Background: an optimization exercise with open tools, aiming at small area, a short achievable clock period and few clock cycles per item. Do not read the settings as production practice. In this exercise RTL edits were held to simulation tests only and were not proved equivalent to the original. Power and IR drop assume default switching activity.

[flow/flow/run.sh]
#!/bin/bash
set -euo pipefail
export SETUP_SLACK_MARGIN=11
export BUFFER_PORTS_ARGS="-buffer_cell sky130_fd_sc_hd__buf_2"
bash standard.sh > standard.log 2>&1
[flow/standard.sh]
#!/bin/bash
# synth_recipe.tcl (not shown) runs the flow's synth.tcl, then flattens the netlist and writes it again
# the make line also repeats each setting of config.mk as NAME=value (left out here)
make -C /OpenROAD-flow-scripts/flow DESIGN_CONFIG=/design/flow/config.mk WORK_HOME=/design/flow/orfs CLKGATE_MAP_FILE= SYNTH_SCRIPT=/design/flow/synth_recipe.tcl "${@:-finish}"
[flow/config.mk]
export PLATFORM = sky130hd
export DESIGN_NAME = pfd
export DESIGN_NICKNAME = pfd
export VERILOG_FILES = /design/flow/design.v
export SDC_FILE = /design/flow/constraint.sdc
export NUM_CORES = 8
export LEC_CHECK = 0
export ABC_AREA = 1
export CAP_MARGIN = 40
export CORE_MARGIN = 2
export CORE_UTILIZATION = 35
export CTS_BUF_LIST = sky130_fd_sc_hd__clkbuf_8
export CTS_CLUSTER_SIZE = 20
export PLACE_DENSITY = 0.45
export SLEW_MARGIN = 40
[flow/constraint.sdc]
create_clock -name core_clock -period 20.0 [get_ports {clk}]
set_input_delay 4.0000 -clock core_clock [delete_from_list [all_inputs] [get_ports {clk}]]
set_output_delay 4.0000 -clock core_clock [all_outputs]
set_load 0.01 [all_outputs]
[flow/design.v]
module pfd (
  input  wire        clk,
  input  wire        rst,         
  input  wire        cmd_valid,
  output wire        cmd_ready,
  input  wire [63:0] cmd,
  input  wire [4:0]  reg_addr,
  output reg  [63:0] reg_rdata,
  input  wire [7:0]  fb_addr,
  output wire [7:0]  fb_rdata
);
  localparam [3:0] OP_NOP = 4'h0, OP_CLR = 4'h1, OP_PUSH = 4'h2, OP_LDIN = 4'h3,
                   OP_DISPATCH = 4'h4, OP_SLICE = 4'h5, OP_UNPACK = 4'h6,
                   OP_NSPLIT = 4'h7, OP_TDEC = 4'h8, OP_INSERT = 4'h9,
                   OP_PACK = 4'hA, OP_NPACK = 4'hB, OP_TENC = 4'hC,
                   OP_FINAL = 4'hD;
  localparam [3:0] ST_OK = 4'd0, ST_FRAMING = 4'd1, ST_UNKNOWN_TYPE = 4'd2,
                   ST_TRUNCATED = 4'd3, ST_ABSENT = 4'd4, ST_BAD_OPERAND = 4'd5,
                   ST_OVERFLOW = 4'd6, ST_ILLEGAL_OP = 4'd7;
  reg [511:0] fbv;            
  reg [6:0]  flen;            
  reg [3:0]  opstat;
  reg        fvalid, ovf, hdrvld, subknown;
  reg [1:0]  cls;
  reg [7:0]  r_type, r_subtype, r_seq;
  reg [47:0] acc;
  reg        acc_vld;
  reg [3:0]  acc_dsel;
  reg [7:0]  nib;             
  reg        nib_vld;
  reg        tsign;
  reg [14:0] tmag;
  reg        t_vld;
  reg [47:0] din;
  wire [3:0]  opc   = cmd[63:60];
  wire [7:0]  off   = cmd[59:52];
  wire [2:0]  nb    = cmd[51:49];
  wire [5:0]  lsb   = cmd[48:43];
  wire [5:0]  wid   = cmd[42:37];
  wire        absf  = cmd[36];
  wire [3:0]  dsel  = cmd[35:32];
  wire        tbit  = cmd[31];
  wire [30:0] rsv   = cmd[30:0];
  wire [47:0] imm   = cmd[47:0];
  wire nb_1to6    = (nb != 3'd0) && (nb != 3'd7);
  wire wid_ok     = (wid != 6'd0) && (wid <= 6'd48);
  wire field_fits = ({1'b0, lsb} + {1'b0, wid}) <= {1'b0, nb, 3'b000};
  wire no_lw      = (lsb == 6'd0) && (wid == 6'd0);
  reg word_ok;
  always @(*) begin
    case (opc)
      OP_NOP, OP_CLR:        word_ok = (cmd[59:0] == 60'd0);
      OP_PUSH:               word_ok = (cmd[59:8] == 52'd0);
      OP_LDIN:               word_ok = (cmd[59:48] == 12'd0);
      OP_DISPATCH, OP_FINAL: word_ok = (cmd[59:0] == 60'd0);
      OP_SLICE:  word_ok = nb_1to6 && wid_ok && field_fits && (dsel == 4'd0) && !tbit && (rsv == 31'd0);
      OP_UNPACK: word_ok = nb_1to6 && no_lw && (dsel <= 4'd3) && !tbit && (rsv == 31'd0);
      OP_NSPLIT: word_ok = (nb == 3'd1) && no_lw && (dsel == 4'd0) && (!tbit || off == 8'd0) && (rsv == 31'd0);
      OP_TDEC:   word_ok = (nb == 3'd2) && no_lw && (dsel == 4'd0) && !tbit && (rsv == 31'd0);
      OP_INSERT: word_ok = nb_1to6 && wid_ok && field_fits && !absf && (dsel == 4'd0) && !tbit && (rsv == 31'd0);
      OP_PACK:   word_ok = nb_1to6 && no_lw && !absf && (dsel == 4'd0) && !tbit && (rsv == 31'd0);
      OP_NPACK:  word_ok = (nb == 3'd1) && no_lw && !absf && (dsel == 4'd0) && (!tbit || off == 8'd0) && (rsv == 31'd0);
      OP_TENC:   word_ok = (nb == 3'd2) && no_lw && !absf && (dsel == 4'd0) && (rsv == 31'd0);
      default:   word_ok = 1'b0;
    endcase
  end
  wire op_push  = (opc == OP_PUSH);
  wire op_final = (opc == OP_FINAL);
  wire op_field = (opc == OP_SLICE) || (opc == OP_INSERT);    
  wire tail     = tbit && (opc == OP_NSPLIT || opc == OP_NPACK);
  wire is_wr    = op_push || op_final || (opc == OP_INSERT) || (opc == OP_PACK) ||
                  (opc == OP_NPACK) || (opc == OP_TENC);
  wire [6:0] flen_m1  = flen - 7'd1;
  wire [5:0] base     = off[5:0] | ({6{op_push}} & flen[5:0]) | ({6{tail}} & flen_m1[5:0]);
  wire [2:0] nbe      = nb | {2'b00, op_push | op_final};      
  wire [5:0] wide     = op_field ? wid : {nbe, 3'b000};        
  wire       in_frame = tail ? (flen != 7'd0)
                             : (({1'b0, off} + {6'd0, nb}) <= {2'b00, flen});
  wire [2:0] b0    = base[2:0];
  wire [2:0] w     = base[5:3];
  wire [1:0] e_idx = w[2:1] + {1'b0, w[0]};    
  wire [1:0] o_idx = w[2:1];                   
  wire [3:0] e_oh = 4'd1 << e_idx;
  wire [3:0] o_oh = 4'd1 << o_idx;
  wire [63:0] e_word = ({64{e_oh[0]}} & fbv[64*0 +: 64]) | ({64{e_oh[1]}} & fbv[64*2 +: 64]) |
                       ({64{e_oh[2]}} & fbv[64*4 +: 64]) | ({64{e_oh[3]}} & fbv[64*6 +: 64]);
  wire [63:0] o_word = ({64{o_oh[0]}} & fbv[64*1 +: 64]) | ({64{o_oh[1]}} & fbv[64*3 +: 64]) |
                       ({64{o_oh[2]}} & fbv[64*5 +: 64]) | ({64{o_oh[3]}} & fbv[64*7 +: 64]);
  wire [7:0] sel_e;
  wire [63:0] sel_e_bits;
  wire [63:0] y;
  genvar gp;
  generate
    for (gp = 0; gp < 8; gp = gp + 1) begin : g_byte
      assign sel_e[gp] = (gp >= b0) ^ w[0];
      assign sel_e_bits[8*(7-gp) +: 8] = {8{sel_e[gp]}};
      assign y[8*(7-gp) +: 8] = sel_e[gp] ? e_word[8*(7-gp) +: 8] : o_word[8*(7-gp) +: 8];
    end
  endgenerate
  wire [5:0] t_rd = lsb - {b0 + nbe, 3'b000};
  wire [5:0] t_wr = {b0 + nbe, 3'b000} - lsb;
  wire        din_neg  = din[47];
  wire [14:0] tenc_m   = din_neg ? (15'd0 - din[14:0]) : din[14:0];
  wire        tenc_s   = din_neg || tbit;
  reg  [47:0] wval;
  always @(*) begin
    wval = din;
    if (op_push)  wval[7:0] = imm[7:0];
    if (op_final) wval[7:0] = {1'b0, flen_m1};
    if (opc == OP_TENC) wval[15:0] = {tenc_s, tenc_m};
  end
  wire [63:0] rot_in  = is_wr ? {16'd0, wval} : y;
  wire [5:0]  rot_amt = is_wr ? t_wr : t_rd;
  wire [63:0] rs0 = rot_amt[0] ? {rot_in[0],    rot_in[63:1]}  : rot_in;
  wire [63:0] rs1 = rot_amt[1] ? {rs0[1:0],     rs0[63:2]}     : rs0;
  wire [63:0] rs2 = rot_amt[2] ? {rs1[3:0],     rs1[63:4]}     : rs1;
  wire [63:0] rs3 = rot_amt[3] ? {rs2[7:0],     rs2[63:8]}     : rs2;
  wire [63:0] rs4 = rot_amt[4] ? {rs3[15:0],    rs3[63:16]}    : rs3;
  wire [63:0] rot = rot_amt[5] ? {rs4[31:0],    rs4[63:32]}    : rs4;
  wire [47:0] fmask;
  genvar gm;
  generate
    for (gm = 0; gm < 48; gm = gm + 1) begin : g_fmask
      assign fmask[gm] = (gm < wide);
    end
  endgenerate
  wire [6:0]  mend = {1'b0, t_rd} + {1'b0, wide};
  wire [63:0] wmask;
  generate
    for (gm = 0; gm < 64; gm = gm + 1) begin : g_wmask
      assign wmask[gm] = mend[6] ? ((gm >= t_rd) || (gm < mend[5:0]))
                                 : ((gm >= t_rd) && (gm < mend[5:0]));
    end
  endgenerate
  wire [63:0] e_new = (wmask & sel_e_bits & rot) | (~(wmask & sel_e_bits) & e_word);
  wire [63:0] o_new = (wmask & ~sel_e_bits & rot) | (~(wmask & ~sel_e_bits) & o_word);
  wire [47:0] rd_val   = rot[47:0] & fmask;
  wire [7:0]  rd_b     = rot[7:0];
  wire [15:0] rd_h     = rot[15:0];
  wire        tenc_ok  = ((din[47:15] == 33'd0) ||
                          ((&din[47:15]) && (din[14:0] != 15'd0))) &&
                         (!tbit || din == 48'd0);
  wire        din_fits = ((din & ~fmask) == 48'd0);
  wire        din_ok   = (opc == OP_TENC) ? tenc_ok : din_fits;
  wire [7:0]  fb0 = fbv[63:56], fb1 = fbv[55:48], fb2 = fbv[47:40], fb3 = fbv[39:32];
  wire        disp_framing = ovf || (flen < 7'd2) || (fb0 != {1'b0, flen_m1});
  wire        disp_known   = (fb1 == 8'h10) || (fb1 == 8'h55) || (fb1 == 8'h20) ||
                             (fb1 == 8'h01) || (fb1 == 8'h11) || (fb1 == 8'h56);
  wire        disp_short   = (flen < 7'd4);
  wire [1:0]  disp_cls     = (fb1 == 8'h01) ? 2'd1 :
                             ((fb1 == 8'h55) || (fb1 == 8'h20) || (fb1 == 8'h56)) ? 2'd2 : 2'd3;
  wire go     = cmd_valid && !rst && word_ok;
  wire wr_go  = go && is_wr &&
                (op_push  ? (flen != 7'd64) :
                 op_final ? (flen != 7'd0)  : (din_ok && in_frame));
  always @(posedge clk) begin
    if (rst) begin
      flen      <= 7'd0;
      opstat    <= ST_OK;
      fvalid    <= 1'b0;
      ovf       <= 1'b0;
      hdrvld    <= 1'b0;
      cls       <= 2'd0;
      subknown  <= 1'b0;
      r_type    <= 8'd0;
      r_subtype <= 8'd0;
      r_seq     <= 8'd0;
      acc       <= 48'd0;
      acc_vld   <= 1'b0;
      acc_dsel  <= 4'd0;
      nib       <= 8'd0;
      nib_vld   <= 1'b0;
      tsign     <= 1'b0;
      tmag      <= 15'd0;
      t_vld     <= 1'b0;
      din       <= 48'd0;
    end else if (cmd_valid) begin
      if (opc == 4'hE || opc == 4'hF) begin
        opstat <= ST_ILLEGAL_OP;
      end else if (!word_ok) begin
        opstat <= ST_BAD_OPERAND;
      end else begin
        case (opc)
          OP_NOP: opstat <= ST_OK;
          OP_CLR: begin
            flen      <= 7'd0;
            opstat    <= ST_OK;
            fvalid    <= 1'b0;
            ovf       <= 1'b0;
            hdrvld    <= 1'b0;
            cls       <= 2'd0;
            subknown  <= 1'b0;
            r_type    <= 8'd0;
            r_subtype <= 8'd0;
            r_seq     <= 8'd0;
            acc       <= 48'd0;
            acc_vld   <= 1'b0;
            acc_dsel  <= 4'd0;
            nib       <= 8'd0;
            nib_vld   <= 1'b0;
            tsign     <= 1'b0;
            tmag      <= 15'd0;
            t_vld     <= 1'b0;
            din       <= 48'd0;
          end
          OP_PUSH: begin
            fvalid <= 1'b0;
            if (flen == 7'd64) begin
              ovf    <= 1'b1;
              opstat <= ST_OVERFLOW;
            end else begin
              flen   <= flen + 7'd1;
              opstat <= ST_OK;
            end
          end
          OP_LDIN: begin
            din    <= imm;
            opstat <= ST_OK;
          end
          OP_FINAL: begin
            if (flen == 7'd0) begin
              opstat <= ST_TRUNCATED;
            end else begin
              fvalid <= 1'b0;
              opstat <= ST_OK;
            end
          end
          OP_DISPATCH: begin
            if (disp_framing || !disp_known || disp_short) begin
              r_type    <= 8'd0;
              r_subtype <= 8'd0;
              r_seq     <= 8'd0;
              cls       <= 2'd0;
              subknown  <= 1'b0;
              hdrvld    <= 1'b0;
              fvalid    <= 1'b0;
              opstat    <= disp_framing ? ST_FRAMING :
                           !disp_known  ? ST_UNKNOWN_TYPE : ST_TRUNCATED;
            end else begin
              r_type    <= fb1;
              r_subtype <= fb2;
              r_seq     <= fb3;
              cls       <= disp_cls;
              subknown  <= (fb1 == 8'h55) && (fb2 == 8'h02);
              hdrvld    <= 1'b1;
              fvalid    <= 1'b1;
              opstat    <= ST_OK;
            end
          end
          OP_SLICE, OP_UNPACK: begin
            if (absf || !in_frame) begin
              acc      <= 48'd0;
              acc_dsel <= 4'd0;
              acc_vld  <= 1'b0;
              if (absf) begin
                opstat <= ST_ABSENT;
              end else begin
                fvalid <= 1'b0;
                opstat <= ST_TRUNCATED;
              end
            end else begin
              acc      <= rd_val;
              acc_dsel <= (opc == OP_SLICE) ? 4'd0 : dsel;
              acc_vld  <= 1'b1;
              opstat   <= ST_OK;
            end
          end
          OP_NSPLIT: begin
            if (absf || !in_frame) begin
              nib     <= 8'd0;
              nib_vld <= 1'b0;
              if (absf) begin
                opstat <= ST_ABSENT;
              end else begin
                fvalid <= 1'b0;
                opstat <= ST_TRUNCATED;
              end
            end else begin
              nib     <= rd_b;
              nib_vld <= 1'b1;
              opstat  <= ST_OK;
            end
          end
          OP_TDEC: begin
            if (absf || !in_frame) begin
              tsign <= 1'b0;
              tmag  <= 15'd0;
              t_vld <= 1'b0;
              if (absf) begin
                opstat <= ST_ABSENT;
              end else begin
                fvalid <= 1'b0;
                opstat <= ST_TRUNCATED;
              end
            end else begin
              tsign  <= rd_h[15];
              tmag   <= rd_h[14:0];
              t_vld  <= 1'b1;
              opstat <= ST_OK;
            end
          end
          OP_TENC, OP_PACK, OP_NPACK, OP_INSERT: begin
            if (!din_ok) begin
              opstat <= ST_BAD_OPERAND;
            end else if (!in_frame) begin
              opstat <= ST_TRUNCATED;
            end else begin
              fvalid <= 1'b0;
              opstat <= ST_OK;
            end
          end
          default: opstat <= ST_ILLEGAL_OP;
        endcase
      end
    end
  end
  integer k;
  always @(posedge clk) begin
    for (k = 0; k < 8; k = k + 1)
      if (wr_go && ((k % 2 == 0) ? (e_idx == k / 2) : (o_idx == k / 2)))
        fbv[64*k +: 64] <= (k % 2 == 0) ? e_new : o_new;
  end
  assign cmd_ready = 1'b1;
  wire [63:0] rsel = 64'd1 << fb_addr[5:0];
  genvar gr, gb;
  generate
    for (gr = 0; gr < 8; gr = gr + 1) begin : g_rd
      wire [63:0] col;
      for (gb = 0; gb < 64; gb = gb + 1) begin : g_b
        assign col[gb] = fbv[64*(gb/8) + 8*(7-(gb%8)) + gr];
      end
      assign fb_rdata[gr] = |(rsel & col);
    end
  endgenerate
  wire [15:0] temp = tsign ? (16'd0 - {1'b0, tmag}) : {1'b0, tmag};
  always @(*) begin
    case (reg_addr)
      5'h00: reg_rdata = {60'd0, opstat};
      5'h01: reg_rdata = {56'd0, 2'b00, subknown, cls, hdrvld, ovf, fvalid};
      5'h02: reg_rdata = {57'd0, flen};
      5'h03: reg_rdata = {56'd0, r_type};
      5'h04: reg_rdata = {56'd0, r_subtype};
      5'h05: reg_rdata = {56'd0, r_seq};
      5'h06: reg_rdata = {16'd0, acc};
      5'h07: reg_rdata = {59'd0, acc_dsel, acc_vld};
      5'h08: reg_rdata = {55'd0, nib_vld, nib};
      5'h09: reg_rdata = {31'd0, t_vld, temp, tsign, tmag};
      5'h0A: reg_rdata = {16'd0, din};
      default: reg_rdata = 64'd0;
    endcase
  end
endmodule
==> metrics.csv, run 1 <==
metric;value;unit
status;complete, no violations;
cell depth of the worst setup path;12;
Power Total;0.00578;W
Post-Synth Adder-Cell Area;1.84;%
startpoint types;input port;
clk_skew;0.0673;ns
TritonCTS clock tree;built;
Total GRT Usage;44.1;%
R2R Setup Slk;13.37;ns
Final min period;10.49;ns
share of the synthesized area in the top cell type;34.7;%
Crit Path Category;input port to output port;
TritonCTS Buffers;131;
Final ANT Viol Nets;0;
Worst R2R Start;flen[0];
worst-case reg-to-reg path depth;25;
worst-margin pin slew;0.983;ns
first-pass GRT wire length;390;mm
crit-path max FO;7;
Combinational Power Share;46.5;%
initial core utilization;35.3;%
Worst setup endpoint;fb_rdata[0];
main flop type after synthesis;edfxtp_1;
drt drc;0;
crit-path most repeated cell;buf_12;
largest family of logic cells by synthesized area;simple AND/OR/NAND/NOR gates;
CP endpoint kind;output port;
Rel. slew slack;34.0;%
RSZ-0062 raised after global routing;true;
dpl cells;7630;
utilization after layout;44.2;%
mux contribution to synthesized area;0;%
fillers;12889;
Peak supply drop;83.0;µV
CP max stage delay;0.63;ns
hold-fix buffers at CTS;0;
Worst-Skew Late Latency;0.95;ns
compound-gate portion of the synthesized area;13.2;%
vias in the first global route;45456;
HPWL Detailed;222;mm
fraction of registers with async set/reset;0;%
DR vias/cell;6.30;
post-synth cell types;68;
Mapped Cells;6021;
Worst path slowest cell;a2111oi_4;
Rows;130;
Fmax achieved;0.0953;GHz
final worst-path cycle share;52.4;%
layout cells sized above 1;18.4;%
simple-gate share of the synthesized area;34.4;%
die area;130000;µm²
mean post-synth cell area;7.37;µm²
EDFF count, synth;512;
MaxCap Viol Count;0;
root buffer cell;clkbuf_8;
final setup violating endpoints;0;
cell area after synthesis;44400;µm²
initial antenna violation count;14;
core area;126000;µm²
Die Y;360;µm
CP delay by family, top;compound AO/OA/AOI/OAI gates;
Static Leak;21.8;nW
routability cong.;1.06;
Critical Path AT;6.49;ns
reg2reg end;fbv[157];
largest net degree at the start of global routing;91;
clock network fraction of total power;24.7;%
area leader, netlist;edfxtp_1;
Final nets;6429;
Pwr Density;104;nW/µm²
synth warn;1;
Hold Slack;0.453;ns
register area share after synthesis;42.2;%
top cells by area, synth;edfxtp_1 (35%), nand3_1 (14%), nand2_1 (10%);
area delta synth->final;25.2;%
Sw Ratio;49.5;%
count of final hold-check violations;0;
wire per inst;36.7;µm
gr ovfl total;0;
Initial DRC Count;7815;
sequential cell fraction of total power;28.7;%
final slew viol count;0;
I/O Pins;153;
Total Wirelength;296;mm
htree depth;4;
Clock Path Buffers;3;
Critical Path Start;fb_addr[4];
I/O Buffers;133;
sw power;0.00287;W
Final TNS setup;0;ns
internal power;0.00292;W
die extent in x;360;µm
vias after detailed routing;50867;
router iterations before antenna repair;9;
post-synthesis xor/xnor area fraction;0.564;%
Clock transition at path regs;0.05;ns
critical path required time;16.00;ns
worst min path class;flip-flop to flip-flop;
Layout Cells excl Fill;8069;
worst-path cell chain;buf_12, buf_16, buf_8, nor2_1, inv_2, nor2_4, buf_12, a221oi_4, nand2_2, a2111oi_4, nand4_1, buf_2;
Num Clock Sinks;679;
CP bufs+invs;6;
Yosys reg bits;679;
==> power groups by stage <==
stage / sequential (W) / clock, W / combinational [W]
2_1_floorplan: 0.00169 / 0 / 0.00112
3_3_place_gp: 0.00169 / 0 / 0.00234
3_5_place_dp: 0.00169 / 0 / 0.00234
4_1_cts: 0.00166 / 0.00144 / 0.00244
5_1_grt: 0.00166 / 0.00150 / 0.00266
6_report: 0.00166 / 0.00143 / 0.00269
==> worst reg2reg max path, stage by stage (launching register included) <==
cell and delay [ns]:
dfxtp_1 0.62, inv_2 0.23, ha_1 0.29, nand2_1 0.10, nand2_1 0.05, nand2_1 0.27
nor2_1 0.12, nor2_4 0.09, buf_4 0.37, buf_4 0.47, nand2_2 0.35, inv_2 0.54
nand2_1 0.15, nand2_1 0.11, nor2_2 0.09, nor2_1 0.12, nor2_1 0.04, nand2_1 0.38
nand3_1 0.17, nand3_1 0.13, nand3_1 0.27, nand3_1 0.27, nand3_1 0.20, nand3_1 0.34
nand3_1 0.13, o21ai_1 0.39
==> per-stage QoR <==
stage | setup slack, ns | instance area [µm²]
after global routing | 9.52 | 55500
final | 9.51 | 55500
after global placement | 8.41 | 47200
after detailed placement | 8.60 | 47600
after floorplan | 10.13 | 45200
after CTS | 9.62 | 53600
==> layout by cell type (no fill, tap or decap), types with 32 or more instances in the layout <==
master | Yosys | final
inv_2 | 29 | 40
nand3_4 | 1 | 32
buf_2 | 96 | 100
nand3_2 | 31 | 67
o21ai_1 | 173 | 143
nand2_4 | 5 | 35
nor2_2 | 7 | 48
nor3_1 | 49 | 42
a221oi_1 | 77 | 32
buf_6 | 9 | 71
clkbuf_8 | 0 | 139
dfxtp_1 | 167 | 167
ha_1 | 38 | 37
nor2_4 | 4 | 75
buf_12 | 0 | 45
a21oi_1 | 278 | 274
o21ai_0 | 216 | 162
buf_4 | 41 | 178
o22ai_1 | 94 | 72
nand4_1 | 101 | 101
inv_1 | 489 | 508
edfxtp_1 | 512 | 512
nand3_1 | 1285 | 1218
nor2_1 | 672 | 561
nand2_1 | 1218 | 1172
o21ai_2 | 3 | 59
==> synth_stat cells, drive strengths merged (20+ instances only) <==
cell	number
a2111oi	24
a21oi	282
a221oi	77
buf	195
clkbuf	106
dfxtp	167
edfxtp	512
ha	38
inv	519
maj3	24
nand2	1238
nand3	1317
nand4	101
nor2	683
nor3	51
nor4	29
o211ai	27
o21ai	392
o22ai	94
xor2	20
==> repair_timing <==
item	CTS	global route
setup endpoints to repair	750	883
pin swaps	71	79
gates resized for setup	464	240
cloned	19	2
buffers inserted	92	78
==> per-layer routing <==
layer	global-route usage (%)	wire, µm	vias to the layer above
li1	-	-	21749
met1	58.1	117000	24880
met4	28.1	22900	12
met3	14.9	37100	711
met2	61.3	119000	3515
met5	0	244	-
==> sequential cells by signal (all words and copies together), names as in the netlist, 2 cells and up <==
register / cells
tmag: 15
cls: 2
r_subtype: 8
flen: 7
r_type: 8
acc_dsel: 4
fbv: 512
opstat: 3
nib: 8
r_seq: 8
din: 48
acc: 48
==> kinds of logic after synthesis <==
group                      after synthesis
and+or+nand+nor                       3432
xor gates and xnor gates                26
other                                    2
AOI/OAI and AO/OA                      990
buffers and inverters                  825
adders and majority gates               67
DFF                                    679
==> cell type report <==
cell class | instances | area, µm² | area share (%)
multi-input cells | 4533 | 25600 | 46.1
flip-flops and latches | 679 | 18700 | 33.7
repair buffers | 431 | 4330 | 7.80
inverters | 524 | 2110 | 3.80
well taps | 1650 | 2060 | 3.72
clock buffers | 139 | 1910 | 3.45
clock inverters | 94 | 636 | 1.14
repair inverters | 6 | 101 | 0.183
diodes | 13 | 32.5 | 0.0586
==> worst min-delay path by stage <==
stage                 from          end  slack [ns]  depth (start not counted)
2_1_floorplan  acc_dsel[2]  acc_dsel[2]        0.42                          2
3_3_place_gp   acc_dsel[2]  acc_dsel[2]        0.43                          2
3_5_place_dp   acc_dsel[2]  acc_dsel[2]        0.43                          2
4_1_cts          r_type[3]    r_type[3]        0.45                          2
5_1_grt              t_vld        t_vld        0.47                          2
6_report         r_type[7]    r_type[7]        0.45                          2
Testbench counts, summed over its fixed seeds: cycles 8,304, cmds 8,296.
==> run 2: changes to the inputs <==
==> flow/flow/run.sh (replaced) <==
#!/bin/bash
set -euo pipefail
export SETUP_SLACK_MARGIN=10
export BUFFER_PORTS_ARGS="-buffer_cell sky130_fd_sc_hd__buf_2"
bash standard.sh > standard.log 2>&1
==> metrics.csv, run 2 <==
metric;value;unit;change
core area;126000;µm²;unchanged
drt drc;0;;unchanged
register area share after synthesis;42.2;%;unchanged
most frequent cells in the layout;nand3_1 (1254), nand2_1 (1204), nor2_1 (604);;
count of final hold-check violations;0;;unchanged
startpoint types;input port;;
commonest non-fill, non-tap cell in the layout;nand3_1;;
I/O Pins;153;;unchanged
htree depth;4;;unchanged
worst-margin pin slew;1.03;ns;+0.0475 ns
status;complete, no violations;;
HPWL Detailed;220;mm;-0.94%
Mapped Cells;6021;;unchanged
post-synth cell types;68;;unchanged
most numerous cell in the Yosys netlist;nand3_1;;
largest family of logic cells by synthesized area;simple AND/OR/NAND/NOR gates;;
Clock transition at path regs;0.05;ns;about the same
cell area after synthesis;44400;µm²;unchanged
gr ovfl total;0;;unchanged
Pwr Density;110;nW/µm²;+5.5%
crit-path max FO;4;;-3
wire per inst;36.1;µm;-1.7%
Clock Path Buffers;3;;unchanged
Total GRT Usage;42.8;%;-1.3 points
utilization after layout;41.5;%;-2.7 points
layout cells sized above 1;13.8;%;-4.6 points
Fmax achieved;0.0955;GHz;+0.12%
Static Leak;20.3;nW;-7.1%
CP endpoint kind;output port;;
Synth top cells by count;nand3_1 (1285), nand2_1 (1218), nor2_1 (672), edfxtp_1 (512), inv_1 (489);;
hold-fix buffers at CTS;0;;unchanged
MaxCap Viol Count;0;;unchanged
simple-gate share of the synthesized area;34.4;%;unchanged
fraction of registers with async set/reset;0;%;unchanged
Peak supply drop;78.5;µV;-5.4%
die area;130000;µm²;unchanged
Yosys reg bits;679;;unchanged
synth warn;1;;unchanged
largest net degree at the start of global routing;82;;-9.9%
Post-Synth Adder-Cell Area;1.84;%;unchanged
Critical Path AT;6.48;ns;about the same
Crit Path Category;input port to output port;;
post-synthesis xor/xnor area fraction;0.564;%;unchanged
share of the synthesized area in the top cell type;34.7;%;unchanged
routability cong.;1.07;;+0.49%
final slew viol count;0;;unchanged
die extent in x;360;µm;unchanged
Die Y;360;µm;unchanged
root buffer cell;clkbuf_8;;
initial antenna violation count;19;;+5
DR vias/cell;6.33;;+0.49%
max reg flops;512;;unchanged
first-pass GRT wire length;381;mm;-2.4%
mean post-synth cell area;7.37;µm²;unchanged
TritonCTS Buffers;133;;+1.5%
worst min path class;flip-flop to flip-flop;;
clk_skew;0.0654;ns;-0.00184 ns
Num Clock Sinks;679;;unchanged
compound-gate portion of the synthesized area;13.2;%;unchanged
critical path required time;16.00;ns;about the same
main flop type after synthesis;edfxtp_1;;
Rel. slew slack;30.7;%;-3.4 points
fillers;13253;;+2.8%
area leader, netlist;edfxtp_1;;
Rows;130;;unchanged
Total Wirelength;287;mm;-2.9%
Regs by FF count;fbv (512), acc (48), din (48);;
Worst-Skew Late Latency;0.94;ns;about the same
Final min period;10.48;ns;-0.0125 ns
initial core utilization;35.3;%;unchanged
final worst-path cycle share;52.4;%;-0.063 points
vias after detailed routing;50481;;-0.76%
final setup violating endpoints;0;;unchanged
RSZ-0062 raised after global routing;true;;
mux contribution to synthesized area;0;%;unchanged
top cells by area, synth;edfxtp_1 (35%), nand3_1 (14%), nand2_1 (10%);;
Final ANT Viol Nets;0;;unchanged
I/O Buffers;133;;unchanged
Final nets;6331;;-1.5%
EDFF count, synth;512;;unchanged
Initial DRC Count;8531;;+9.2%
TritonCTS clock tree;built;;
Final TNS setup;0;ns;unchanged
Largest Register;fbv;;
area delta synth->final;17.5;%;
router iterations before antenna repair;9;;unchanged
vias in the first global route;44770;;-1.5%
[run 2: layout make-up]
class                      instances  area, µm²  share of cell area, %
multi-input combinational       4532      24000                   46.0
sequential                       679      18700                   35.9
timing repair buffer             338       2760                   5.29
tap                             1650       2060                   3.96
inverter                         524       2060                   3.94
clock buffer                     146       2010                   3.85
clock inverter                    91        544                   1.04
antenna                            9       22.5                 0.0432
[run 2: repair_timing]
action	in CTS	in global routing
buffers inserted	56	25
cloned	4	0
pin swaps	49	26
endpoints found under the setup margin	50	304
gates resized for setup	256	97
[run 2: per-layer routing]
| layer | GRT usage [%] | wire, µm | share of wire [%] |
|---|---|---|---|
| met4 | 23.6 | 18500 | 6.4 |
| met1 | 58.5 | 118000 | 41 |
| met2 | 58.3 | 113000 | 39 |
| met3 | 15.0 | 37400 | 13 |
| met5 | 0.111 | 120 | 0.042 |
[run 2: final timing paths]
path               from     endpoint  slack (ns)  cells after the start
min           r_type[3]    r_type[3]        0.45                      2
max          fb_addr[3]  fb_rdata[5]        9.52                     12
min reg2reg   r_type[3]    r_type[3]        0.45                      2
max reg2reg     flen[0]     fbv[335]       12.41                     23
[run 2: worst max-delay path, cell delays in order]
cell,delay [ns]
buf_12,0.11
clkinvlp_4,0.11
buf_6,0.11
buf_6,0.10
nor2_4,0.05
nand3_2,0.09
clkinvlp_4,0.14
nand2_1,0.09
nand4_1,0.49
a2111oi_4,0.76
nand4_1,0.20
buf_4,0.20
[run 2: power by group]
group,internal [W],switching [W],leakage (nW)
Combinational,0.000469,0.00218,12.9
Clock,0.000727,0.000690,1.45
Sequential,0.00166,0.000000242,5.97
Total,0.00286,0.00287,20.3
[run 2: stage by stage]
| step | hold WS, ns | total power, W | instances | setup WS, ns | cell area [µm²] |
|---|---|---|---|---|---|
| final | 0.452 | 0.00573 | 7969 | 9.52 | 52100 |
| after global routing | 0.476 | 0.00577 | 7961 | 9.62 | 52100 |
| after CTS | 0.453 | 0.00552 | 7934 | 9.69 | 51400 |
| after detailed placement | 0.432 | 0.00409 | 7637 | 7.92 | 47000 |
| after global placement | 0.427 | 0.00408 | 7623 | 7.79 | 46700 |
| after floorplan | 0.419 | 0.00280 | 6036 | 10.13 | 44400 |
[run 2: cell families (layout without fill, tap and decap cells)]
logic type               Yosys count  after routing
AND/OR/NAND/NOR                 3432           3432
AO/OA/AOI/OAI                    990            990
buffers and inverters            825           1099
flip-flops                       679            679
adder cells (fa/ha/maj)           67             67
XOR/XNOR                          26             26
other                              2             26
==> run 3: changes to the inputs <==
==> flow/flow/run.sh (replaced) <==
#!/bin/bash
set -euo pipefail
export SETUP_SLACK_MARGIN=10
export BUFFER_PORTS_ARGS="-buffer_cell sky130_fd_sc_hd__buf_2"
export CTS_ARGS='-sink_clustering_enable -repair_clock_nets -sink_clustering_size 24 -sink_clustering_max_diameter 100 -buf_list {sky130_fd_sc_hd__clkbuf_16 sky130_fd_sc_hd__clkbuf_8} -dont_use_dummy_load'
bash standard.sh > standard.log 2>&1
--- a/flow/config.mk
+++ b/flow/config.mk
@@ -9,7 +9,5 @@
 export CAP_MARGIN = 40
 export CORE_MARGIN = 2
 export CORE_UTILIZATION = 35
-export CTS_BUF_LIST = sky130_fd_sc_hd__clkbuf_8
-export CTS_CLUSTER_SIZE = 20
 export PLACE_DENSITY = 0.45
 export SLEW_MARGIN = 40
==> metrics.csv, run 3 <==
metric;value;unit;change
status;complete, no violations;;
Fmax achieved;0.0958;GHz;+0.39%
MaxCap Viol Count;0;;unchanged
Mapped Cells;6021;;unchanged
RSZ-0062 raised after global routing;true;;
critical path required time;16.00;ns;about the same
DR vias/cell;6.36;;+0.47%
area delta synth->final;14.9;%;
CP endpoint kind;output port;;
Regs by FF count;fbv (512), acc (48), din (48);;
share of the synthesized area in the top cell type;34.7;%;unchanged
top cells by area, synth;edfxtp_1 (35%), nand3_1 (14%), nand2_1 (10%);;
Largest Register;fbv;;
worst min path class;flip-flop to flip-flop;;
Initial DRC Count;8242;;-3.4%
startpoint types;input port;;
Final nets;6255;;-1.2%
Crit Path Category;input port to output port;;
final worst-path cycle share;52.2;%;-0.20 points
Clock Path Buffers;3;;unchanged
root buffer cell;clkbuf_16;;
Pwr Density;102;nW/µm²;-6.9%
Rel. slew slack;30.3;%;-0.34 points
crit-path max FO;8;;+4
Total Wirelength;285;mm;-0.81%
commonest non-fill, non-tap cell in the layout;nand3_1;;
fillers;13268;;+0.11%
Peak supply drop;78.4;µV;about the same
TritonCTS Buffers;42;;-68%
worst-margin pin slew;1.04;ns;+0.00769 ns
I/O Pins;153;;unchanged
layout cells sized above 1;12.7;%;-1.1 points
TritonCTS clock tree;built;;
Clock transition at path regs;0.09;ns;+0.04 ns
Hold Slack;0.454;ns;+0.00257 ns
most frequent cells in the layout;nand3_1 (1246), nand2_1 (1206), nor2_1 (599);;
main flop type after synthesis;edfxtp_1;;
final slew viol count;0;;unchanged
Worst-Skew Late Latency;0.72;ns;-0.22 ns
CP max stage delay;0.35;ns;-0.41 ns
register area share after synthesis;42.2;%;unchanged
Static Leak;19.5;nW;-3.9%
multi-input combinational cell area;24100;µm²;+0.63%
I/O Buffers;133;;unchanged
drt drc;0;;unchanged
Total GRT Usage;42.3;%;-0.52 points
Yosys reg bits;679;;unchanged
mean post-synth cell area;7.37;µm²;unchanged
first-pass GRT wire length;378;mm;-0.86%
Final min period;10.44;ns;-0.0403 ns
fraction of registers with async set/reset;0;%;unchanged
vias in the first global route;43908;;-1.9%
Num Clock Sinks;679;;unchanged
htree depth;2;;-2
cell area after synthesis;44400;µm²;unchanged
clk_skew;0.128;ns;+0.0629 ns
final setup violating endpoints;0;;unchanged
HPWL Detailed;220;mm;unchanged
Final TNS setup;0;ns;unchanged
register area;18700;µm²;unchanged
Die Y;360;µm;unchanged
Rows;130;;unchanged
worst-path cell chain;buf_12, buf_4, nand3_1, nor2_4, buf_4, nand3_4, buf_12, o22ai_4, a221oi_2, nand2_1, a2111oi_4, nand4_1, buf_2;;
Final ANT Viol Nets;0;;unchanged
gr ovfl total;0;;unchanged
Critical Path AT;6.44;ns;-0.04 ns
routability cong.;1.07;;unchanged
largest net degree at the start of global routing;82;;unchanged
max reg flops;512;;unchanged
Synth top cells by count;nand3_1 (1285), nand2_1 (1218), nor2_1 (672), edfxtp_1 (512), inv_1 (489);;
initial antenna violation count;24;;+5
most numerous cell in the Yosys netlist;nand3_1;;
core area;126000;µm²;unchanged
router iterations before antenna repair;6;;-3
die area;130000;µm²;unchanged
post-synth cell types;68;;unchanged
synth warn;1;;unchanged
EDFF count, synth;512;;unchanged
initial core utilization;35.3;%;unchanged
wire per inst;36.6;µm;+1.5%
count of final hold-check violations;0;;unchanged
Worst path slowest cell;a221oi_2;;
vias after detailed routing;49553;;-1.8%
area leader, netlist;edfxtp_1;;
hold-fix buffers at CTS;0;;unchanged
die extent in x;360;µm;unchanged
==> run 3: per-stage QoR <==
| stage | power (W) | area (µm²) | utilization (%) | setup WS (ns) | std cells |
|---|---|---|---|---|---|
| 4_1_cts | 0.00498 | 50100 | 39.8 | 9.71 | 7742 |
| 3_3_place_gp | 0.00408 | 46700 | 37.1 | 7.79 | 7623 |
| 3_5_place_dp | 0.00409 | 47000 | 37.4 | 7.92 | 7637 |
| 2_1_floorplan | 0.00280 | 44400 | - | 10.13 | 6036 |
| 6_report | 0.00521 | 51000 | 40.5 | 9.56 | 7786 |
| 5_1_grt | 0.00523 | 50900 | 40.5 | 9.57 | 7780 |
==> run 3: worst max-delay path: cells and delay by family <==
| family | cells | cell delay [ns] |
|---|---|---|
| AO/OA/AOI/OAI | 3 | 0.76 |
| buffers and inverters | 5 | 0.80 |
| AND/OR/NAND/NOR | 5 | 0.86 |
==> run 3: worst paths after layout <==
kind / start / to / slack [ns] / cells after the start
worst max register to register: flen[0] / fbv[269] / 12.60 / 23
worst max-delay path: fb_addr[2] / fb_rdata[3] / 9.56 / 13
worst min register to register: r_type[3] / r_type[3] / 0.45 / 2
worst min-delay path: r_type[3] / r_type[3] / 0.45 / 2
==> run 3: layout make-up <==
type | count | share of cell area (%)
clock buffer | 42 | 2.06
timing repair buffer | 353 | 5.75
antenna | 6 | 0.0295
multi-input combinational | 4532 | 47.3
tap | 1650 | 4.05
inverter | 524 | 4.06
sequential | 679 | 36.7
==> run 3: where the power goes <==
part           leakage (nW)  internal, W  switching (W)
combinational          13.0     0.000480        0.00219
sequential             5.97      0.00166    0.000000246
clock                 0.518     0.000374       0.000512
==> run 3: metal layers <==
metal	up-vias	part of all wire [%]	GRT usage (%)
li1	21253	-	-
met1	24401	41	58.5
met2	3290	40	58.5
met3	585	13	13.2
met4	24	6.5	22.1
met5	-	0.054	0
==> run 3: kinds of logic (layout without fill, tap and decap cells) <==
kind of cell | Yosys count | in the layout | share of synthesized area, %
compound gates | 990 | 990 | 13.2
simple gates | 3432 | 3432 | 34.4
xor+xnor | 26 | 26 | 0.564
buf+inv | 825 | 919 | 7.76
fa+ha+maj | 67 | 67 | 1.84
other cells | 2 | 23 | 0.0169
flops | 679 | 679 | 42.2
==> run 3: what timing repair did <==
action,4_1_cts,5_1_grt
endpoints found under the setup margin,170,355
hold endpoints to repair,0,0
gates cloned,4,0
setup buffers,59,37
resized for setup,283,113
pin swaps,51,39
==> run 4: changes to the inputs <==
==> flow/flow/run.sh (replaced) <==
#!/bin/bash
set -euo pipefail
export SETUP_SLACK_MARGIN=9
export BUFFER_PORTS_ARGS="-buffer_cell sky130_fd_sc_hd__buf_2"
export CTS_ARGS='-sink_clustering_enable -repair_clock_nets -sink_clustering_size 24 -sink_clustering_max_diameter 100 -buf_list {sky130_fd_sc_hd__clkbuf_16 sky130_fd_sc_hd__clkbuf_8} -dont_use_dummy_load'
bash standard.sh > standard.log 2>&1
==> metrics.csv, run 4 <==
metric;value;unit;change
dpl cells;7637;;unchanged
gr ovfl total;0;;unchanged
crit-path most repeated cell;nand4_1;;
Crit Path Category;input port to output port;;
most frequent cells in the layout;nand3_1 (1278), nand2_1 (1216), nor2_1 (637);;
Worst R2R Start;flen[0];;
Static Leak;18.6;nW;-4.6%
Num Clock Sinks;679;;unchanged
Synth top cells by count;nand3_1 (1285), nand2_1 (1218), nor2_1 (672), edfxtp_1 (512), inv_1 (489);;
Total GRT Usage;41.8;%;-0.50 points
CP max stage delay;0.60;ns;+0.25 ns
main flop type after synthesis;edfxtp_1;;
core area;126000;µm²;unchanged
TritonCTS clock tree;built;;
WHS Endpoint;acc_dsel[3];;
register area share after synthesis;42.2;%;unchanged
Hold Crit Depth;2;;unchanged
Sw Ratio;51.8;%;about the same
worst-margin pin slew;1.06;ns;+0.0217 ns
Yosys reg bits;679;;unchanged
top cells by area, synth;edfxtp_1 (35%), nand3_1 (14%), nand2_1 (10%);;
vias in the first global route;43180;;-1.7%
vias after detailed routing;48874;;-1.4%
first-pass GRT wire length;373;mm;-1.2%
final slew viol count;0;;unchanged
area leader, netlist;edfxtp_1;;
Clock transition at path regs;0.06;ns;-0.03 ns
most numerous cell in the Yosys netlist;nand3_1;;
area delta synth->final;8.79;%;
Final Worst Setup Slack;8.95;ns;-0.615 ns
Pwr Density;106;nW/µm²;+4.1%
Combinational Power Share;50.5;%;-0.7 points
root buffer cell;clkbuf_16;;
worst-path cell chain;buf_4, inv_2, buf_6, nor2_2, a22o_1, a221oi_1, nand4_1, nor3_1, nand4_1, buf_2;;
commonest non-fill, non-tap cell in the layout;nand3_1;;
Final TNS setup;0;ns;unchanged
Mapped Cells;6021;;unchanged
CP endpoint kind;output port;;
wire per inst;36.6;µm;-0.14%
R2R Setup Slk;12.11;ns;-0.49 ns
routability cong.;1.07;;unchanged
router iterations before antenna repair;8;;+2
Hold Crit Start;acc_dsel[3];;
initial core utilization;35.3;%;unchanged
Critical Path AT;7.05;ns;+0.61 ns
I/O Buffers;133;;unchanged
MaxCap Viol Count;0;;unchanged
sequential cell fraction of total power;32.3;%;+0.4 points
crit-path max FO;37;;+29
largest net degree at the start of global routing;82;;unchanged
clock network fraction of total power;17.2;%;+0.2 points
reg2reg end;fbv[414];;
CP bufs+invs;4;;-1
Final min period;11.05;ns;+0.615 ns
drt drc;0;;unchanged
Place WS;7.92;ns;unchanged
htree depth;2;;unchanged
initial antenna violation count;21;;-13%
final worst-path cycle share;55.3;%;+3.1 points
TritonCTS Buffers;42;;unchanged
worst min path class;flip-flop to flip-flop;;
startpoint types;input port;;
Final ANT Viol Nets;0;;unchanged
Fmax achieved;0.0905;GHz;-5.6%
clk_skew;0.120;ns;-0.00792 ns
HPWL Detailed;220;mm;unchanged
sw power;0.00266;W;-1.4%
postcts setup bufs;0;;-100%
count of final hold-check violations;0;;unchanged
Regs by FF count;fbv (512), acc (48), din (48);;
die extent in x;360;µm;unchanged
status;complete, no violations;;
I/O Pins;153;;unchanged
EDFF count, synth;512;;unchanged
critical path required time;16.00;ns;about the same
Layout Cells excl Fill;7687;;-1.3%
Rel. slew slack;28.9;%;-1.5 points
Clock Path Buffers;3;;unchanged
synth warn;1;;unchanged
final setup violating endpoints;0;;unchanged
internal power;0.00248;W;-1.4%
DR vias/cell;6.36;;-0.10%
fraction of registers with async set/reset;0;%;unchanged
utilization after layout;38.4;%;-2.1 points
share of the synthesized area in the top cell type;34.7;%;unchanged
mean post-synth cell area;7.37;µm²;unchanged
layout cells sized above 1;8.18;%;-4.5 points
Peak supply drop;77.0;µV;-1.8%
worst-case reg-to-reg path depth;24;;+4.3%
max reg flops;512;;unchanged
Worst-Skew Late Latency;0.71;ns;about the same
fillers;13495;;+1.7%
Worst path slowest cell;a221oi_1;;
RSZ-0062 raised after global routing;true;;
die area;130000;µm²;unchanged
CP delay by family, top;simple AND/OR/NAND/NOR gates;;
post-synth cell types;68;;unchanged
Total Wirelength;281;mm;-1.4%
Die Y;360;µm;unchanged
Initial DRC Count;8528;;+3.5%
Final nets;6155;;-1.6%
Rows;130;;unchanged
cell area after synthesis;44400;µm²;unchanged
Largest Register;fbv;;
==> run 4: changes by cell type in the layout (fill, tap and decap cells not counted), moves of 18 or more <==
cell	change
buf_4	-68
nor2_1	+38
nand3_1	+32
nor2_4	-30
o21ai_2	-23
o22ai_1	+22
buf_12	-20
a221oi_1	+19
nand3_4	-18
==> run 4: power by group through the flow <==
stage	logic [W]	registers [W]	clock network (W)
floorplan	0.00111	0.00169	0
global placement	0.00239	0.00169	0
detailed placement	0.00240	0.00169	0
CTS	0.00240	0.00166	0.000891
global route	0.00258	0.00166	0.000930
finish	0.00259	0.00166	0.000885
==> run 4: area by class of cell <==
cell class / count / area [µm²] / area share (%)
Sequential cell: 679 / 18700 / 38.8
Antenna cell: 7 / 17.5 / 0.0363
Timing Repair Buffer: 253 / 1660 / 3.43
Multi-Input combinational cell: 4532 / 22800 / 47.2
Clock buffer: 42 / 1050 / 2.18
Inverter: 524 / 1980 / 4.10
Tap cell: 1650 / 2060 / 4.28
==> run 4: metal layers <==
metal / GRT usage, % / up-vias / wire [µm]
met3: 13.2 / 529 / 36000
li1: - / 21049 / -
met2: 57.8 / 3320 / 112000
met5: 0.407 / - / 205
met1: 58.0 / 23950 / 116000
met4: 21.1 / 26 / 16900
==> run 4: stage by stage <==
| stage | cell area [µm²] | hold slack (ns) | power (W) |
|---|---|---|---|
| final | 48300 | 0.443 | 0.00514 |
| after CTS | 48100 | 0.443 | 0.00496 |
| after global routing | 48200 | 0.469 | 0.00517 |
| after global placement | 46700 | 0.427 | 0.00408 |
| after detailed placement | 47000 | 0.432 | 0.00409 |
| after floorplan | 44400 | 0.419 | 0.00280 |
==> run 4: logic make-up (layout without fill, tap and decap cells) <==
family / Yosys count / count (layout) / synth area share (%)
buf+inv: 825 / 819 / 7.76
flops: 679 / 679 / 42.2
simple gates: 3432 / 3432 / 34.4
xor+xnor: 26 / 26 / 0.564
compound gates: 990 / 990 / 13.2
fa+ha+maj: 67 / 67 / 1.84
other cells: 2 / 24 / 0.0169
==> run 4: timing repair <==
action                     CTS  global route
pin swaps                    1             0
gates resized for setup     20             7
setup endpoints to repair    8            10
hold buffers                 0             0
hold endpoints to repair     0             0
==> run 4: worst max-delay path by stage <==
| stage | start | slack [ns] | cells after the start | to |
|---|---|---|---|---|
| after global routing | fb_addr[5] | 8.84 | 10 | fb_rdata[6] |
| after CTS | fb_addr[4] | 8.92 | 10 | fb_rdata[4] |
| final | fb_addr[5] | 8.95 | 10 | fb_rdata[3] |
| after floorplan | cmd[37] | 10.13 | 22 | fbv[0] |
| after global placement | fb_addr[4] | 7.79 | 9 | fb_rdata[3] |
| after detailed placement | fb_addr[4] | 7.92 | 9 | fb_rdata[3] |
==> run 4: worst min-delay path: stages, from the launching register on <==
cell and delay (ns):
dfxtp_1 0.31, nand2_1 0.06, nor2_1 0.03
==> run 5: changes to the inputs <==
==> flow/flow/run.sh (replaced) <==
#!/bin/bash
set -euo pipefail
export SETUP_SLACK_MARGIN=10
export BUFFER_PORTS_ARGS="-buffer_cell sky130_fd_sc_hd__buf_2"
export CTS_ARGS='-sink_clustering_enable -repair_clock_nets -sink_clustering_size 24 -sink_clustering_max_diameter 100 -buf_list {sky130_fd_sc_hd__clkbuf_16 sky130_fd_sc_hd__clkbuf_8} -dont_use_dummy_load'
bash standard.sh > standard.log 2>&1
--- a/flow/config.mk
+++ b/flow/config.mk
@@ -6,8 +6,9 @@
 export NUM_CORES = 8
 export LEC_CHECK = 0
 export ABC_AREA = 1
-export CAP_MARGIN = 40
+export CAP_MARGIN = 15
 export CORE_MARGIN = 2
 export CORE_UTILIZATION = 35
+export GPL_TIMING_DRIVEN = 1
 export PLACE_DENSITY = 0.45
-export SLEW_MARGIN = 40
+export SLEW_MARGIN = 15
==> metrics.csv, run 5 <==
metric;value;unit;change
fraction of registers with async set/reset;0;%;unchanged
EDFF count, synth;512;;unchanged
Worst-Skew Late Latency;0.72;ns;about the same
final slew viol count;0;;unchanged
wire per inst;36.7;µm;+0.43%
Rel. slew slack;14.4;%;-14 points
Regs by FF count;fbv (512), acc (48), din (48);;
routability cong.;1.07;;unchanged
Pwr Density;103;nW/µm²;-3.1%
area delta synth->final;13.2;%;
Initial DRC Count;8688;;+1.9%
I/O Pins;153;;unchanged
Final ANT Viol Nets;0;;unchanged
Crit Path Category;input port to output port;;
Num Clock Sinks;679;;unchanged
count of final hold-check violations;0;;unchanged
Worst R2R Start;flen[0];;
Total GRT Usage;42.3;%;+0.49 points
multi-input combinational cell area;23900;µm²;+5.1%
Fmax achieved;0.0960;GHz;+6.0%
gr ovfl total;0;;unchanged
Rows;130;;unchanged
worst-path cell chain;buf_12, clkinvlp_4, buf_4, nor2_4, nand3_2, o22ai_2, a21oi_2, o2111ai_1, nor4_1, nand4_1, buf_2;;
Synth top cells by count;nand3_1 (1285), nand2_1 (1218), nor2_1 (672), edfxtp_1 (512), inv_1 (489);;
final worst-path cycle share;52.1;%;-3.1 points
drt drc;0;;unchanged
die extent in x;360;µm;unchanged
placed inst area;46700;µm²;-0.64%
share of the synthesized area in the top cell type;34.7;%;unchanged
cell area after synthesis;44400;µm²;unchanged
post-synth cell types;68;;unchanged
commonest non-fill, non-tap cell in the layout;nand3_1;;
critical path required time;16.00;ns;about the same
I/O Buffers;133;;unchanged
Die Y;360;µm;unchanged
most frequent cells in the layout;nand3_1 (1252), nand2_1 (1209), nor2_1 (606);;
Yosys reg bits;679;;unchanged
status;complete, no violations;;
startpoint types;input port;;
first-pass GRT wire length;377;mm;+1.1%
router iterations before antenna repair;7;;-1
Critical Path Start;fb_addr[3];;
synth warn;1;;unchanged
clk_skew;0.158;ns;+0.0373 ns
Clock Path Buffers;3;;unchanged
reg2reg end;fbv[268];;
layout cells sized above 1;11.7;%;+3.5 points
core area;126000;µm²;unchanged
top cells by area, synth;edfxtp_1 (35%), nand3_1 (14%), nand2_1 (10%);;
fillers;13320;;-1.3%
Critical Path AT;6.42;ns;-0.63 ns
CP endpoint kind;output port;;
crit-path max FO;8;;-78%
DR vias/cell;6.38;;+0.37%
dpl cells;7623;;-0.18%
Static Leak;19.2;nW;+3.1%
TritonCTS clock tree;built;;
most numerous cell in the Yosys netlist;nand3_1;;
CP delay by family, top;simple AND/OR/NAND/NOR gates;;
Final nets;6214;;+0.96%
Total Wirelength;285;mm;+1.3%
vias after detailed routing;49481;;+1.2%
Largest Register;fbv;;
CP bufs+invs;4;;unchanged
die area;130000;µm²;unchanged
register area share after synthesis;42.2;%;unchanged
RSZ-0062 raised after global routing;true;;
worst-margin pin slew;1.27;ns;+0.211 ns
MaxCap Viol Count;0;;unchanged
Peak supply drop;78.8;µV;+2.4%
Power Total;0.00518;W;+0.82%
Mapped Cells;6021;;unchanged
cell area after layout;50200;µm²;+4.0%
Worst path slowest cell;o22ai_2;;
max reg flops;512;;unchanged
vias in the first global route;43682;;+1.2%
htree depth;2;;unchanged
worst-case reg-to-reg path depth;23;;-4.2%
root buffer cell;clkbuf_16;;
worst min path class;flip-flop to flip-flop;;
largest net degree at the start of global routing;82;;unchanged
TritonCTS Buffers;40;;-4.8%
HPWL Detailed;219;mm;-0.21%
initial antenna violation count;19;;-9.5%
area leader, netlist;edfxtp_1;;
cell depth of the worst setup path;11;;+1
final setup violating endpoints;0;;unchanged
Layout Cells excl Fill;7754;;+0.87%
main flop type after synthesis;edfxtp_1;;
initial core utilization;35.3;%;unchanged
mean post-synth cell area;7.37;µm²;unchanged
Final TNS setup;0;ns;unchanged
R2R Setup Slk;12.71;ns;+0.60 ns
Final min period;10.42;ns;-0.630 ns
CP max stage delay;0.39;ns;-0.21 ns
register area;18700;µm²;unchanged
Worst setup endpoint;fb_rdata[4];;
Clock transition at path regs;0.07;ns;about the same
run 5: metrics by stage:
| step | setup WS [ns] | hold WS (ns) | util (%) |
|---|---|---|---|
| after global routing | 9.60 | 0.482 | 39.9 |
| after detailed placement | 7.75 | 0.432 | 37.1 |
| after floorplan | 10.13 | 0.419 | - |
| after CTS | 9.70 | 0.455 | 39.4 |
| final | 9.58 | 0.456 | 39.9 |
| after global placement | 7.79 | 0.427 | 37.1 |
run 5: where the power goes:
part | internal (W) | switching, W | total (W)
Combinational | 0.000472 | 0.00218 | 0.00265
Clock | 0.000357 | 0.000508 | 0.000865
Sequential | 0.00166 | 0.000000205 | 0.00166
run 5: how the worst min path moves through the flow:
| stage | depth (start not counted) | end | from | slack, ns |
|---|---|---|---|---|
| 3_3_place_gp | 2 | acc_dsel[2] | acc_dsel[2] | 0.43 |
| 3_5_place_dp | 2 | acc_dsel[3] | acc_dsel[3] | 0.43 |
| 2_1_floorplan | 2 | acc_dsel[2] | acc_dsel[2] | 0.42 |
| 6_report | 2 | acc_dsel[2] | acc_dsel[2] | 0.46 |
| 4_1_cts | 2 | acc_dsel[3] | acc_dsel[3] | 0.46 |
| 5_1_grt | 2 | acc[12] | acc[12] | 0.48 |
run 5: repair_timing:
action                                  4_1_cts  5_1_grt
gates cloned                                  4        0
endpoints found under the setup margin      240      412
pin swaps                                    38       19
gates resized for setup                     273      103
hold buffers                                  0        0
setup buffers                                52       20
run 5: area by class of cell:
type                       count  area share, %
sequential                   679           37.3
tap                         1650           4.11
multi-input combinational   4533           47.7
antenna                       15         0.0748
inverter                     524           4.07
clock buffer                  40           1.99
timing repair buffer         313           4.79
run 5: logic make-up (layout without fill, tap and decap cells):
group / count (synthesis) / count (layout) / synth area share (%)
XOR/XNOR: 26 / 26 / 0.564
adder cells (fa/ha/maj): 67 / 67 / 1.84
flip-flops: 679 / 679 / 42.2
buffers and inverters: 825 / 877 / 7.76
other: 2 / 32 / 0.0169
AND/OR/NAND/NOR: 3432 / 3433 / 34.4
AO/OA/AOI/OAI: 990 / 990 / 13.2
run 5: metal layers:
layer | track usage, % | share of wire (%) | vias up
met4 | 21.7 | 6.0 | 22
met5 | 0 | 0.053 | -
met2 | 58.5 | 40 | 3438
li1 | - | - | 21157
met3 | 14.0 | 13 | 575
met1 | 58.1 | 41 | 24289
run 5: worst min-delay path, cell delays in order, from the launching register on:
cell     delay [ns]
dfxtp_1        0.32
nand2_1        0.06
nor2_1         0.04
==> run 6: changes to the inputs <==
--- a/flow/config.mk
+++ b/flow/config.mk
@@ -5,10 +5,8 @@
 export SDC_FILE = /design/flow/constraint.sdc
 export NUM_CORES = 8
 export LEC_CHECK = 0
-export ABC_AREA = 1
 export CAP_MARGIN = 15
 export CORE_MARGIN = 2
 export CORE_UTILIZATION = 35
-export GPL_TIMING_DRIVEN = 1
 export PLACE_DENSITY = 0.45
 export SLEW_MARGIN = 15
==> metrics.csv, run 6 <==
metric;value;unit;change
status;complete, no violations;;
post-synth cell types;115;;+69%
Peak supply drop;76.0;µV;-3.5%
crit-path max FO;39;;+31
I/O Buffers;133;;unchanged
largest family of logic cells by synthesized area;compound AO/OA/AOI/OAI gates;;
clk_skew;0.125;ns;-0.0323 ns
first-pass GRT wire length;417;mm;+11%
Worst path slowest cell;a21oi_2;;
worst-path cell chain;buf_2, buf_6, nor4b_4, buf_4, or3_4, o22a_4, buf_6, buf_6, nand2_1, a22oi_2, mux2i_1, a211oi_1, nor2_1, a222oi_1, o211ai_1, a21oi_2, mux2_2;;
register area;18700;µm²;unchanged
Crit Path Category;input port to flip-flop;;
CP delay by family, top;compound AO/OA/AOI/OAI gates;;
Final nets;4922;;-21%
area delta synth->final;18.7;%;
Static Leak;18.1;nW;-5.7%
commonest non-fill, non-tap cell in the layout;edfxtp_1;;
final slew viol count;0;;unchanged
fillers;12565;;-5.7%
initial core utilization;35.3;%;about the same
Total Wirelength;321;mm;+13%
die area;132000;µm²;+1.5%
EDFF count, synth;512;;unchanged
TritonCTS Buffers;37;;-7.5%
Rel. slew slack;12.3;%;-2.0 points
vias in the first global route;43493;;-0.43%
Final ANT Viol Nets;0;;unchanged
root buffer cell;clkbuf_16;;
worst-margin pin slew;1.31;ns;+0.0413 ns
area leader, netlist;edfxtp_1;;
Worst-Skew Late Latency;0.69;ns;-0.03 ns
Initial DRC Count;8809;;+1.4%
vias after detailed routing;48701;;-1.6%
final setup violating endpoints;0;;unchanged
CP bufs+invs;5;;+1
top cells by area, synth;edfxtp_1 (34%), dfxtp_1 (7.4%), mux4_2 (5.4%);;
compound-gate portion of the synthesized area;25.6;%;+12 points
Fmax achieved;0.0977;GHz;+1.8%
cell area after synthesis;45000;µm²;+1.5%
Post-Synth Adder-Cell Area;2.21;%;+0.37 points
count of final hold-check violations;0;;unchanged
Final TNS setup;0;ns;unchanged
Yosys reg bits;679;;unchanged
wire per inst;49.5;µm;+35%
final worst-path cycle share;51.2;%;-0.90 points
largest net degree at the start of global routing;60;;-27%
TritonCTS clock tree;built;;
crit-path most repeated cell;buf_6;;
RSZ-0062 raised after global routing;true;;
MaxCap Viol Count;0;;unchanged
register area share after synthesis;41.6;%;-0.62 points
synth warn;1;;unchanged
Pwr Density;103;nW/µm²;-0.43%
most frequent cells in the layout;edfxtp_1 (512), nor2_1 (407), nand2_1 (397);;
fraction of registers with async set/reset;0;%;unchanged
Clock transition at path regs;0.10;ns;+0.03 ns
Num Clock Sinks;679;;unchanged
simple-gate share of the synthesized area;15.3;%;-19 points
Clock Path Buffers;3;;unchanged
HPWL Detailed;244;mm;+11%
htree depth;2;;unchanged
post-synthesis xor/xnor area fraction;1.59;%;+1.0 points
Mapped Cells;4574;;-24%
Largest Register;fbv;;
Synth top cells by count;edfxtp_1 (512), nor2_1 (484), nand2_1 (413), clkbuf_1 (235), a21oi_1 (221);;
startpoint types;input port;;
CP endpoint kind;flip-flop;;
Final Worst Setup Slack;9.76;ns;+0.180 ns
Rows;131;;+0.77%
Place WS;7.02;ns;-0.736 ns
drt drc;0;;unchanged
max reg flops;512;;unchanged
routability cong.;1.09;;+2.2%
main flop type after synthesis;edfxtp_1;;
Regs by FF count;fbv (512), acc (48), din (48);;
worst min path class;flip-flop to flip-flop;;
Die Y;363;µm;+0.74%
layout cells sized above 1;23.7;%;+12 points
DR vias/cell;7.50;;+18%
initial antenna violation count;47;;+28
core area;128000;µm²;+1.6%
mean post-synth cell area;9.84;µm²;+34%
multi-input combinational cell area;27100;µm²;+13%
share of the synthesized area in the top cell type;34.1;%;-0.51 points
critical path required time;20.53;ns;+4.53 ns
most numerous cell in the Yosys netlist;edfxtp_1;;
CP max stage delay;0.95;ns;+0.56 ns
hold-fix buffers at CTS;0;;unchanged
gr ovfl total;0;;unchanged
Total GRT Usage;47.2;%;+4.9 points
Critical Path AT;10.77;ns;+4.35 ns
I/O Pins;153;;unchanged
Final min period;10.24;ns;-0.180 ns
die extent in x;363;µm;+0.74%
router iterations before antenna repair;8;;+1
mux contribution to synthesized area;10.0;%;+10 points
-- run 6: cell types whose count changed after synthesis, sizes merged, moves of 103 or more --
cell,delta
mux2,+103
inv,-453
nor2,-198
nand2,-825
buf,-118
a22oi,+201
nand3,-1166
mux4,+107
a22o,+184
o21ai,-206
clkbuf,+129
-- run 6: tightest hold or removal path: cells and delay by family, from the launching register on --
kind,cells,cell delay [ns]
flops,1,0.31
compound gates,1,0.05
simple gates,1,0.05
-- run 6: repair_timing --
| action | CTS | global route |
|---|---|---|
| buffers inserted | 62 | 69 |
| endpoints found under the setup margin | 688 | 441 |
| cloned | 2 | 0 |
| pin swaps | 65 | 60 |
| gates resized for setup | 360 | 111 |
-- run 6: routing by layer --
| metal | GRT usage (%) | vias to the layer above | wire, µm |
|---|---|---|---|
| met2 | 65.5 | 4159 | 128000 |
| met1 | 59.6 | 24607 | 120000 |
| met3 | 17.5 | 1076 | 43300 |
| met5 | 1.52 | - | 429 |
| met4 | 34.3 | 30 | 29400 |
| li1 | - | 18829 | - |
-- run 6: worst paths after layout --
path / from / end / slack (ns) / cells past startpoint
worst max-delay path: cmd[62] / fbv[468] / 9.76 / 17
worst min-delay path: acc[44] / acc[44] / 0.46 / 2
worst max register to register: flen[0] / fbv[16] / 11.72 / 19
worst min register to register: acc[44] / acc[44] / 0.46 / 2
-- run 6: stage by stage --
stage | instances | total power, W | hold WS, ns | instance area (µm²) | utilization, %
global route | 6462 | 0.00550 | 0.475 | 53400 | 41.8
CTS | 6389 | 0.00524 | 0.459 | 52200 | 40.8
floorplan | 4589 | 0.00291 | 0.425 | 45100 | -
finish | 6490 | 0.00549 | 0.460 | 53500 | 41.9
global placement | 6288 | 0.00433 | 0.435 | 48700 | 38.2
detailed placement | 6288 | 0.00432 | 0.443 | 48700 | 38.2
-- run 6: area by class of cell --
| type | count | share of cell area [%] |
|---|---|---|
| inverters | 72 | 0.541 |
| flip-flops and latches | 679 | 35.0 |
| repair buffers | 482 | 7.99 |
| diodes | 31 | 0.145 |
| well taps | 1662 | 3.89 |
| clock buffers | 37 | 1.73 |
| multi-input cells | 3527 | 50.7 |
-- run 6: cells by family (layout without fill, tap and decap cells) --
kind of cell,count (synthesis),after routing
compound gates,1567,1568
simple gates,1476,1476
flops,679,679
buf+inv,384,591
mux,304,304
fa+ha+maj,85,85
xor+xnor,77,77
other cells,2,48
-- run 6: report_power, final --
group | leakage (nW) | switching [W] | internal (W)
clock | 0.456 | 0.000476 | 0.000331
sequential | 5.95 | 0.000000219 | 0.00166
combinational | 11.7 | 0.00226 | 0.000771

[what the ideal ports hide]
In the flow no input, the clock included, has a driving cell. The finished layouts below were timed again as built, in two steps.
Step 1, drivers: a clkbuf_16 drives clk and a buf_2 each remaining input, both assumed.
Step 2 times the ports against the registers' clock, not the clock port: input delays grow and output delays shrink by t, the midpoint of the rising clock arrivals with the driver on.
Three values: no drivers, after step 1, after step 2; two values: the first two.
run	t, ns	setup WS [ns]	worst setup path after step 2	slew at the worst register clock pin (ns)	worst slew at a driven data input, ns
run 1	0.995	9.511 / 9.445 / 9.445	input to output	0.07 / 0.07	0.07
run 2	0.986	9.524 / 9.361 / 9.039	input to register	0.07 / 0.07	0.28
run 3	0.743	9.564 / 9.425 / 9.235	input to register	0.11 / 0.11	0.28
run 4	0.737	8.950 / 8.903 / 8.539	input to register	0.11 / 0.11	0.07
run 5	0.729	9.579 / 9.382 / 9.331	input to register	0.11 / 0.11	0.28
run 6	0.706	9.759 / 9.789 / 9.110	input to register	0.11 / 0.11	0.08
After both steps setup and hold are still met in every run listed. The setup slack of run 6, which loses most, moves by +0.030 ns with the drivers and by -0.649 ns with both steps.
